This design comes from an exercise in tuning for small area on the open sky130 flow, not from production work.
Only simulation tests tie the RTL to the original design; equivalence was not proved.
Power is estimated from default activity; no workload was simulated.

==> design.v <==
module ws_frame_demux (
    input  wire        clk,
    input  wire        rst,
    input  wire        in_valid,
    input  wire [7:0]  in_data,
    input  wire        in_last,
    output reg         wr_valid,
    output reg  [2:0]  wr_chan,
    output reg  [9:0]  wr_addr,
    output reg  [23:0] wr_data,
    output reg         fr_valid,
    output reg  [13:0] fr_len,
    output reg  [12:0] fr_npairs,
    output reg         fr_term,
    output reg  [13:0] fr_offset,
    output reg  [11:0] fr_total,
    output reg  [3:0]  fr_nchan
);
    localparam MAX_CHANNELS = 8;
    localparam MESSAGE_SIZE = 9000;
    function [10:0] cap;
        input [2:0] c;
        case (c)
            3'd0: cap = 11'd1024;
            3'd1: cap = 11'd600;
            3'd2: cap = 11'd300;
            3'd3: cap = 11'd150;
            3'd4: cap = 11'd60;
            3'd5: cap = 11'd16;
            3'd6: cap = 11'd1;
            default: cap = 11'd0;
        endcase
    endfunction
    reg [13:0] bcnt;         
    reg        in_payload;   
    reg [7:0]  lo_byte;      
    reg [12:0] npairs;       
    reg [15:0] len   [0:MAX_CHANNELS-1];
    reg [18:0] start [0:MAX_CHANNELS-1];   
    reg [18:0] acc;          
    reg [1:0]  pphase;       
    reg [7:0]  r_byte, g_byte;
    reg [11:0] q;            
    wire       take    = in_valid && (bcnt < MESSAGE_SIZE);
    wire [13:0] n_now  = take ? bcnt + 14'd1 : bcnt;
    wire [3:0] nchan   = (npairs > MAX_CHANNELS) ? MAX_CHANNELS : npairs[3:0];
    wire        hdr_pair = take && !in_payload && bcnt[0];
    wire        is_term  = hdr_pair && (lo_byte == 8'hFF || in_data == 8'hFF);
    wire        is_len   = hdr_pair && !is_term;
    wire [12:0] npairs_n = npairs + {12'd0, is_len};
    wire        term_n   = in_payload || is_term;
    wire [3:0]  nchan_n  = (npairs_n > MAX_CHANNELS) ? MAX_CHANNELS : npairs_n[3:0];
    reg        hit;
    reg [2:0]  hit_chan;
    reg [18:0] hit_slot;
    integer k;
    always @(*) begin
        hit = 1'b0;
        hit_chan = 3'd0;
        hit_slot = 19'd0;
        for (k = 0; k < MAX_CHANNELS; k = k + 1) begin
            if (k < nchan && {7'd0, q} >= start[k] &&
                {7'd0, q} - start[k] < {3'd0, len[k]}) begin
                hit = 1'b1;
                hit_chan = k[2:0];
                hit_slot = {7'd0, q} - start[k];
            end
        end
    end
    wire pix_done = take && in_payload && (pphase == 2'd2);
    wire in_cap   = hit_slot < {8'd0, cap(hit_chan)};
    integer j;
    always @(posedge clk) begin
        if (rst) begin
            bcnt       <= 14'd0;
            in_payload <= 1'b0;
            lo_byte    <= 8'd0;
            npairs     <= 13'd0;
            acc        <= 19'd0;
            pphase     <= 2'd0;
            r_byte     <= 8'd0;
            g_byte     <= 8'd0;
            q          <= 12'd0;
            wr_valid   <= 1'b0;
            wr_chan    <= 3'd0;
            wr_addr    <= 10'd0;
            wr_data    <= 24'd0;
            fr_valid   <= 1'b0;
            fr_len     <= 14'd0;
            fr_npairs  <= 13'd0;
            fr_term    <= 1'b0;
            fr_offset  <= 14'd0;
            fr_total   <= 12'd0;
            fr_nchan   <= 4'd0;
            for (j = 0; j < MAX_CHANNELS; j = j + 1) begin
                len[j]   <= 16'd0;
                start[j] <= 19'd0;
            end
        end else begin
            wr_valid <= 1'b0;
            fr_valid <= 1'b0;
            if (take) begin
                bcnt <= bcnt + 14'd1;
                if (!in_payload) begin
                    if (!bcnt[0]) begin
                        lo_byte <= in_data;
                    end else if (lo_byte == 8'hFF || in_data == 8'hFF) begin
                        in_payload <= 1'b1;
                    end else begin
                        if (npairs < MAX_CHANNELS) begin
                            len[npairs[2:0]]   <= {in_data, lo_byte};
                            start[npairs[2:0]] <= acc;
                            acc <= acc + {3'd0, in_data, lo_byte};
                        end
                        npairs <= npairs + 13'd1;
                    end
                end else begin
                    case (pphase)
                        2'd0: begin r_byte <= in_data; pphase <= 2'd1; end
                        2'd1: begin g_byte <= in_data; pphase <= 2'd2; end
                        default: begin
                            pphase <= 2'd0;
                            q <= q + 12'd1;
                        end
                    endcase
                end
            end
            if (pix_done && hit && in_cap) begin
                wr_valid <= 1'b1;
                wr_chan  <= hit_chan;
                wr_addr  <= hit_slot[9:0];
                wr_data  <= {r_byte, g_byte, in_data};
            end
            if (in_valid && in_last) begin
                if (n_now >= 14'd4) begin
                    fr_valid  <= 1'b1;
                    fr_len    <= n_now;
                    fr_npairs <= npairs_n;
                    fr_term   <= term_n;
                    fr_offset <= {npairs_n, 1'b0} + {12'd0, term_n, 1'b0};
                    fr_total  <= pix_done ? q + 12'd1 : q;
                    fr_nchan  <= nchan_n;
                end
                bcnt       <= 14'd0;
                in_payload <= 1'b0;
                npairs     <= 13'd0;
                acc        <= 19'd0;
                pphase     <= 2'd0;
                q          <= 12'd0;
            end
        end
    end
endmodule
==> run.sh <==
#!/bin/bash
# synth_recipe.tcl (not shown) runs the flow's synth.tcl, then flattens the netlist and writes it again
# the make line also repeats each setting of config.mk as NAME=value (left out here)
make -C /OpenROAD-flow-scripts/flow DESIGN_CONFIG=/design/flow/config.mk WORK_HOME=/design/flow/orfs CLKGATE_MAP_FILE= SYNTH_SCRIPT=/design/flow/synth_recipe.tcl finish
==> config.mk <==
export PLATFORM = sky130hd
export DESIGN_NAME = ws_frame_demux
export DESIGN_NICKNAME = ws_frame_demux
export VERILOG_FILES = /design/flow/design.v
export SDC_FILE = /design/flow/constraint.sdc
export NUM_CORES = 4
export LEC_CHECK = 0
export CAP_MARGIN = 20
export CORE_MARGIN = 2
export CORE_UTILIZATION = 40
export SLEW_MARGIN = 20
==> constraint.sdc <==
create_clock -name core_clock -period 10.0 [get_ports {clk}]
set_input_delay 2.0000 -clock core_clock [delete_from_list [all_inputs] [get_ports {clk}]]
set_output_delay 2.0000 -clock core_clock [all_outputs]
set_load 0.01 [all_outputs]
==> summary.txt <==
outcome -> no timing/DRC/antenna violations
area leader, netlist -> edfxtp_1
slowest stage cell, crit path -> a2111oi_0
slowest cell delay on critical path -> 0.79 ns
Routed Antenna Nets -> 0
Post-synth EDFFs -> 280
RSZ-0062 raised after global routing -> false
Seq/Total Area, Yosys -> 0.416
asr flop ratio synth -> 0
most common cell in the netlist -> edfxtp_1
CTS sink cnt -> 461
port bufs -> 107
Tmin final -> 8.85 ns
Slew headroom -> 0.239
cts repair resizes -> 0
Post-DP Area -> 31100 µm²
Synth top area share -> 0.290
Area contributors post-synth -> edfxtp_1 29%, dfxtp_1 13%, ha_1 11%
die height -> 273 µm
Worst EP arrival -> 9.42 ns
Final Skew -> 0.0574 ns
placer congestion estimate -> 0.930
max_cap viols -> 0
Post-synth top flop -> edfxtp_1
critical path class -> reg2reg
synth cell count leaders -> 280 x edfxtp_1, 275 x and2_1, 262 x inv_1
worst slew pin tran -> 1.14 ns
initial antenna violation count -> 17
critical path peak fanout -> 35
vias per inst -> 5.57
WL/cell -> 22.7 µm
Fin Hold WS -> 0.465 ns
Max Clk Rate -> 113 MHz
Cells after Synth -> 3059
Yosys cell types -> 94
fin area -> 33000 µm²
Die ar. -> 74500 µm²
Clock Tree Buf Depth -> 3
H-tree depth -> 2
PD cells -> 137 nW/µm²
CTS tree -> yes
Hold-fix buffers, CTS -> 0
Clk Latency, worst-skew pair -> 0.65 ns
Post-CTS Setup Inserts -> 0
number of placed instances, taps included -> 4048
#FFs+latches synth -> 461
mean area per synthesized cell -> 9.46 µm²
# IOs -> 109
Final Hold Fails -> 0
fillcell total -> 6934
share of cells above drive strength 1 -> 0.0659
vias in the first global route -> 21400
Layout Cells excl Fill -> 4156
largest net degree at the start of global routing -> 89
Die Wd -> 273 µm
Max IR drop VDD -> 0.000119 V
CTS root buffer -> clkbuf_16
CP Launch Type -> flip-flop
Worst Hold Class -> reg2reg
Leak -> 0.0130 µW
Yosys warnings -> 1
critical path required time -> 10.58 ns
fin crit share -> 0.885
Initial Util -> 0.404
final WL -> 94200 µm
CTS Buf Count -> 55
final core utilization -> 0.461
via count -> 23200
Register Area -> 12000 µm²
synthesized area -> 28900 µm²
Cell Rows -> 98
DRT Pass-1 Iters -> 6
residual DRC count -> 0
Setup TNS -> 0 ns
Nets -> 3427
DRT iter0 DRCs -> 2617
GR Overflow Total -> 0
first-pass GRT wire length -> 139000 µm
area of the multi-input gates -> 15400 µm²
Setup-failing EPs final -> 0
Total GRT Usage -> 0.250
area grow syn2layout -> 14.0%
Worst setup EP type -> flip-flop
core box area -> 71600 µm²
Syn Nets -> 3331
Reg clk slew, reported paths -> 0.06 ns
fin. max-slew vios -> 0
post-detail-place hpwl -> 64700 µm
[metrics by stage]
stage               power (µW)  setup WS (ns)
floorplan                 2340           2.95
global placement          2460           1.51
detailed placement        2460           1.39
CTS                       4550           1.30
global route              4660          0.440
finish                    4510           1.15
[cell type report]
class,instances,share of cell area
antenna,6,0.000455
tap,950,0.0360
clock buffer,70,0.0475
multi-input combinational,2211,0.466
timing repair buffer,161,0.0447
clock inverter,32,0.0101
inverter,265,0.0302
sequential,461,0.365
[cells in the final DEF, fill, tap and decap left out, drive strengths merged, types with 56 or more instances in the layout]
master	instances
a211oi	63
a21oi	193
and2	276
clkbuf	70
clkdlybuf4s50	106
dfxtp	181
edfxtp	280
ha	251
inv	265
mux2i	56
nand2	164
nand3	88
nor2	248
nor3	68
o21ai	123
xnor2	107
xor2	76
[power breakdown]
group / leakage, µW / switching, µW / internal [µW]
Combinational: 0.00770 / 217 / 117
Sequential: 0.00435 / 35.3 / 2060
Clock: 0.000940 / 870 / 1220
[flip-flops by register name, indices dropped and copies added, names as in the netlist]
signal,cells
fr_offset,13
len,128
npairs,13
fr_len,14
fr_nchan,4
fr_valid,1
g_byte,8
bcnt,14
in_payload,1
wr_chan,3
fr_npairs,13
lo_byte,8
q,12
acc,19
start,152
pphase,2
wr_addr,10
r_byte,8
fr_total,12
wr_valid,1
wr_data,24
fr_term,1
[final timing paths]
check / slack (ns) / cells past startpoint / end / start
max: 1.15 / 32 / wr_addr[7]$_SDFFE_PP0P_ / q[0]$_SDFFE_PP0P_
max reg2reg: 1.15 / 32 / wr_addr[7]$_SDFFE_PP0P_ / q[0]$_SDFFE_PP0P_
min reg2reg: 0.47 / 2 / wr_data[16]$_SDFFE_PP0P_ / r_byte[0]$_SDFFE_PP0P_
min: 0.47 / 2 / wr_data[16]$_SDFFE_PP0P_ / r_byte[0]$_SDFFE_PP0P_
[worst max-delay path, delay by kind of cell (launching register included)]
| kind | cells | cell delay [ns] |
|---|---|---|
| multiplexers | 1 | 0.20 |
| XOR/XNOR | 1 | 0.18 |
| flip-flops | 1 | 0.36 |
| AND/OR/NAND/NOR | 7 | 1.70 |
| buffers and inverters | 3 | 0.79 |
| AO/OA/AOI/OAI | 16 | 4.15 |
| adder cells (fa/ha/maj) | 4 | 1.38 |
[logic make-up after synthesis]
kind of cell	share of synthesized area
AOI/OAI and AO/OA	0.143
xor gates and xnor gates	0.0554
adders and majority gates	0.115
buffers and inverters	0.0530
DFF	0.416
muxes	0.0209
other	0.000130
and+or+nand+nor	0.197
[routing by layer]
metal,GRT usage,wire length [µm],up-vias
met2,0.395,42700,857
met4,0.0700,2330,0
met3,0.0298,6890,122
li1,-,-,11000
met5,0,0,-
met1,0.362,42200,11200

## re-timing with driven ports
The results above use ideal ports. As a check the final layout listed here was re-extracted and re-timed, cells and wires unchanged.
Step 1 assumes that a clkbuf_16 drives the clock port and a buf_2 every other input.
Step 2 also shifts input and output timing later by t, the mid clock arrival at the registers, as if the neighbouring blocks saw the same clock.
Three values: ideal ports, drivers, drivers and shift; two values: the first two.
t, ns: 0.684
setup WS [ns]: 1.151 / 1.151 / 1.151
latest minus earliest clock arrival (ns): 0.057 / 0.057
After both steps this run still meets setup and hold. The setup slack of this run moves by 0.000 ns with the drivers and by 0.000 ns with both steps.
